Source: an optimization exercise on an open RTL-to-GDS flow (aim: small area, a short achievable clock period and few clock cycles per item). Production flows keep margins and buffers that such runs may drop. Where RTL was checked, it was by simulation tests only, not by an equivalence proof against the original. No activity file was given, so power comes from the tool's default toggle rates.

==> flow/design.v (excerpt) <==
module fcodec_rx (
    input  wire        clk,
    input  wire        rst,
    input  wire        host_req,
    input  wire        host_we,
    input  wire [11:0] host_addr,
    input  wire [15:0] host_wdata,
    output wire        host_ack,
    output reg  [15:0] host_rdata,
    input  wire        rx_valid,
    input  wire        rx_fail,
    input  wire [7:0]  rx_data,
    output wire        rx_ready
);
Size in the first run: roughly 4300 cells after synthesis, about 2200 flip-flops.
==> flow/config.mk <==
export PLATFORM = sky130hd
export DESIGN_NAME = fcodec_rx
export DESIGN_NICKNAME = fcodec_rx
export VERILOG_FILES = /design/flow/design.v
export SDC_FILE = /design/flow/constraint.sdc
export NUM_CORES = 4
export LEC_CHECK = 0
export CAP_MARGIN = 20
export CORE_MARGIN = 2
export CORE_UTILIZATION = 40
export CTS_CLUSTER_DIAMETER = 80
export CTS_CLUSTER_SIZE = 28
export PLACE_DENSITY = 0.6
export SETUP_SLACK_MARGIN = 5
export SLEW_MARGIN = 20
==> flow/constraint.sdc <==
create_clock -name core_clock -period 10.0 [get_ports {clk}]
set_input_delay 2.0000 -clock core_clock [delete_from_list [all_inputs] [get_ports {clk}]]
set_output_delay 2.0000 -clock core_clock [all_outputs]
set_load 0.01 [all_outputs]
run.sh (not shown) runs the stock make flow with config.mk's settings and CLKGATE_MAP_FILE= SYNTH_SCRIPT=/design/flow/synth_recipe.tcl, a recipe that flattens the netlist after the stock synthesis.
Edit:
--- a/flow/design.v
+++ b/flow/design.v
@@ -46,18 +46,18 @@
     wire ph_recv = (phase == PH_RECV);
     wire ph_fail = (phase == PH_FAILED);
     wire ph_dec  = (phase == PH_DEC);
     wire host_rxf  = (host_addr[11:9] == 3'b010);
     wire host_ring = host_rxf && !host_addr[8] && (host_addr[7:3] != 5'd0);
     wire wr_wait   = host_ring && (host_addr[2:0] != rot);
     wire pf_match  = (pf_addr == host_addr[8:0]);
-    reg  cnt_ok;      
+    wire cnt_wait  = !rx_count[8] && (rx_count[7:3] != 5'd0) && (rx_count[2:0] != rot);
     assign host_ack = !ph_dec && !(host_rxf && (host_we ? (!host_addr[8] && (host_addr[7:3] != 5'd0) && (host_addr[2:0] != rot))
                                                       : !(pf_ok && pf_match)));
-    assign rx_ready = ph_recv && cnt_ok;
+    assign rx_ready = ph_recv && !cnt_wait;
     wire host_wr   = host_req && host_we && host_ack;
     wire rx_step   = rx_valid && rx_ready;
     wire step_byte = rx_step && !rx_fail;
     wire step_fail = rx_step && rx_fail;
     wire       is_rxf_addr = host_rxf && (host_addr[8:0] <= 9'd258);
     wire       rxf_hwr     = host_wr && is_rxf_addr && ph_idle;
     wire [7:0] hdr0  = lo[0];
@@ -218,23 +218,14 @@
             end
         end
     endtask
     wire [3:0] op_code  = host_wdata[3:0];
     wire       op_write = host_wr && (host_addr == 12'h000);
     wire       op_legal = (host_wdata[15:4] == 12'd0) &&
                           ((op_code <= 4'h5) || (op_code == 4'hF));
-    wire       cnt_clr  = op_write && op_legal &&
-                          ((op_code == 4'hF) || (op_code == 4'h4 && !ph_recv && !ph_fail));
-    wire [8:0] count_nx = cnt_clr ? 9'd0 : (step_byte ? count_inc : rx_count);
-    always @(posedge clk) begin
-        if (rst)
-            cnt_ok <= 1'b1;
-        else
-            cnt_ok <= count_nx[8] || (count_nx[7:3] == 5'd0) || (count_nx[2:0] == rot + 3'd1);
-    end
     always @(posedge clk) begin
         if (rst) begin
             phase       <= PH_IDLE;
             operr       <= 3'd0;
             rx_status   <= ST_NONE;
             rx_nbytes   <= 9'd0;
             rx_count    <= 9'd0;
After rerunning: Die area barely changes; wire length went down by 0.76%; utilization goes down by 0.68 points; clock power came out higher by about 2%; sequential share of layout area rose by 0.42 points; worst setup slack gets better by 0.064 ns; clock skew went down by 0.0045 ns; final area drops by 0.68%; power stays flat; hold slack stays flat; maximum frequency is higher by 1.2%.
Testbench counts after the change, summed over its fixed seeds: cycles 83,193, frames 960.
Function not checked in the first run of this note: the RTL went through the layout flow alone.


== trial 1 ==
Another version of the RTL of fcodec_rx (not shown whole).
For scale: roughly 59,000 um2 of cells after synthesis.
Settings: LEC_CHECK=0, CAP_MARGIN=20, CORE_MARGIN=2, CORE_UTILIZATION=40, CTS_CLUSTER_DIAMETER=80, CTS_CLUSTER_SIZE=28, PLACE_DENSITY=0.6, SETUP_SLACK_MARGIN=5, SLEW_MARGIN=20; clock period 10.0 ns.
What trial 32 does differently from trial 1 at the input level:
diff --git a/flow/design.v b/flow/design.v
--- a/flow/design.v
+++ b/flow/design.v
@@ -112,34 +112,41 @@
     endfunction
     wire       ma_fixed = ma[8] || (ma[7:3] == 5'd0);
     wire       ma_avail = ma_fixed || (ma[2:0] == rot);
     wire [7:0] ma_data  = ma_fixed ? fixed_rd(ma) : ring[(ma[7:3] - 5'd1) * 8 + 1];
     wire       walk     = ph_dec && (trk_m != rx_nbytes);
     wire       rd_req   = host_req && !host_we && host_rxf && !ph_dec;
     wire [8:0] req_addr = ph_dec ? trk_m : host_addr[8:0];
     wire       req      = rd_req || walk;
     wire       req_eq   = ph_dec ? (pf_addr == trk_m) : pf_match;
     wire       req_hit  = req && pf_ok && req_eq;
     wire       req_miss = req && !req_eq;
+    wire       req_fix  = req_addr[8] || (req_addr[7:3] == 5'd0);
     reg  [8:0] pf_addr_n, ma_n;
     reg  [7:0] pf_data_n;
     reg        pf_ok_n;
     always @(*) begin
         pf_addr_n = pf_addr;
         pf_data_n = pf_data;
         pf_ok_n   = pf_ok;
         ma_n      = ma;
         if (req_miss) begin
             pf_addr_n = req_addr;
-            pf_ok_n   = 1'b0;
-            ma_n      = req_addr;
+            if (req_fix) begin
+                pf_data_n = fixed_rd(req_addr);
+                pf_ok_n   = 1'b1;
+                ma_n      = req_addr + 9'd1;
+            end else begin
+                pf_ok_n   = 1'b0;
+                ma_n      = req_addr;
+            end
         end else if (req_hit || !pf_ok) begin
             pf_addr_n = ma;
             if (ma_avail) begin
                 pf_data_n = ma_data;
                 pf_ok_n   = 1'b1;
                 ma_n      = ma + 9'd1;
             end else begin
                 pf_ok_n   = 1'b0;
                 ma_n      = ma;
             end
         end
@@ -314,45 +321,34 @@
                                 trk_sum <= 8'd0;
                             end
                         end
                     end
                 end else begin
                     operr <= 3'd0;
                 end
             end
         end
     end
     wire [7:0] rx_plen = rx_valid_r ? (rx_len - 8'd2) : 8'd0;
-    wire [1:0] ra = host_addr[1:0];
-    reg  [8:0] g0, g2, g3, g4;
+    wire [2:0] rg = host_addr[4:2];
+    wire [8:0] c0 = ({9{rg == 3'd3}} & {1'b0, rx_len}) | ({9{rg == 3'd4}} & {1'b0, rx_csum_exp});
+    wire [8:0] c1 = ({9{rg == 3'd0}} & {2'd0, operr, ph_fail, 1'b0, ph_recv, 1'b0}) |
+                    ({9{rg == 3'd3}} & {1'b0, rx_cmd}) | ({9{rg == 3'd4}} & {1'b0, rx_csum_rcv});
+    wire [8:0] c2 = ({9{rg == 3'd2}} & rx_nbytes) | ({9{rg == 3'd3}} & {1'b0, rx_ctrl}) |
+                    ({9{rg == 3'd4}} & {8'd0, rx_valid_r});
+    wire [8:0] c3 = ({9{rg == 3'd0}} & {5'd0, rx_status}) | ({9{rg == 3'd2}} & rx_count) |
+                    ({9{rg == 3'd3}} & {1'b0, rx_plen});
+    reg  [8:0] reg_rd;
     always @(*) begin
-        case (ra)
-            2'd1:    g0 = {2'd0, operr, ph_fail, 1'b0, ph_recv, 1'b0};
-            2'd3:    g0 = {5'd0, rx_status};
-            default: g0 = 9'd0;
-        endcase
-        case (ra)
-            2'd2:    g2 = rx_nbytes;
-            2'd3:    g2 = rx_count;
-            default: g2 = 9'd0;
-        endcase
-        case (ra)
-            2'd0:    g3 = {1'b0, rx_len};
-            2'd1:    g3 = {1'b0, rx_cmd};
-            2'd2:    g3 = {1'b0, rx_ctrl};
-            default: g3 = {1'b0, rx_plen};
-        endcase
-        case (ra)
-            2'd0:    g4 = {1'b0, rx_csum_exp};
-            2'd1:    g4 = {1'b0, rx_csum_rcv};
-            2'd2:    g4 = {8'd0, rx_valid_r};
-            default: g4 = 9'd0;
+        case (host_addr[1:0])
+            2'd0:    reg_rd = c0;
+            2'd1:    reg_rd = c1;
+            2'd2:    reg_rd = c2;
+            default: reg_rd = c3;
         endcase
     end
-    wire [8:0] reg_rd = ({9{host_addr[4:2] == 3'd0}} & g0) | ({9{host_addr[4:2] == 3'd2}} & g2) |
-                        ({9{host_addr[4:2] == 3'd3}} & g3) | ({9{host_addr[4:2] == 3'd4}} & g4);
     wire host_regs = (host_addr[11:5] == 7'd0);
     always @(*) begin
         host_rdata       = 16'h0000;
         host_rdata[8:0]  = ({9{host_regs}} & reg_rd) | ({9{host_rxf}} & {1'b0, pf_data});
     end
 endmodule
[summary]
Standard cell core area delta (trial 32 − trial 1): unfavourable. Looking at synthesized cell count across trial 1 and trial 32, the one that comes out higher is trial 32. Between trial 1 and trial 32, final setup skew is lower for trial 1, trial 32 comes in above that. Measured against each other, trial 1 and trial 32 differ in post-detailed-placement cell area, the higher figure coming from trial 32. Logic gate share of total power (trial 32 over trial 1): decrease, 3.8 points. In the flow results for trial 1 and trial 32, the critical path arrival is larger on trial 32. In trial 32 the slew at the pin closest to its max-slew limit turned out 120 ps lower than in trial 1. Trial 32 vs trial 1 — average wire per cell in the routed design climbed by a few percent. Taking trial 32 over trial 1, the first-iteration DRC count ratio works out to 1.13. Trial 32 vs. trial 1: fraction of area in multi-input gates picked up an extra 0.44 points; number of post-CTS setup repair buffers dropped 20%; core utilization fell by 0.17 points; total wirelength of the detailed-routed design saw an increase.
No functional check of the RTL was part of any run of this note.

afterwards: timing with drivers on the ports:
In the flow no input, the clock included, has a driving cell. The finished layouts below were timed again as built, in two steps.
Step 1: set_driving_cell puts a clkbuf_16 on clk and a buf_2 on each other input, an assumption about the parent block.
Step 2 also shifts input and output timing later by t, the mid clock arrival at the registers, as if the neighbouring blocks saw the same clock.
Slacks: ideal ports / drivers / drivers and shift; pairs: ideal ports / drivers.
run | t (ns) | setup WS [ns] | worst hold slack (ns)
the first run of note 1 | 0.794 | 4.416 / 4.349 / 4.044 | 0.307 / 0.307 / 0.307
the second run of note 1 | 0.807 | 4.481 / 4.363 / 4.186 | 0.304 / 0.304 / 0.304
trial 1 | 0.774 | 4.554 / 4.499 / 3.883 | 0.314 / 0.314 / 0.314
trial 32 | 0.792 | 4.496 / 4.430 / 4.300 | 0.314 / 0.314 / 0.314
After both steps every run listed still meets setup and hold. For trial 1, which loses most, drivers alone change the setup slack by -0.055 ns; drivers and shift together by -0.671 ns.
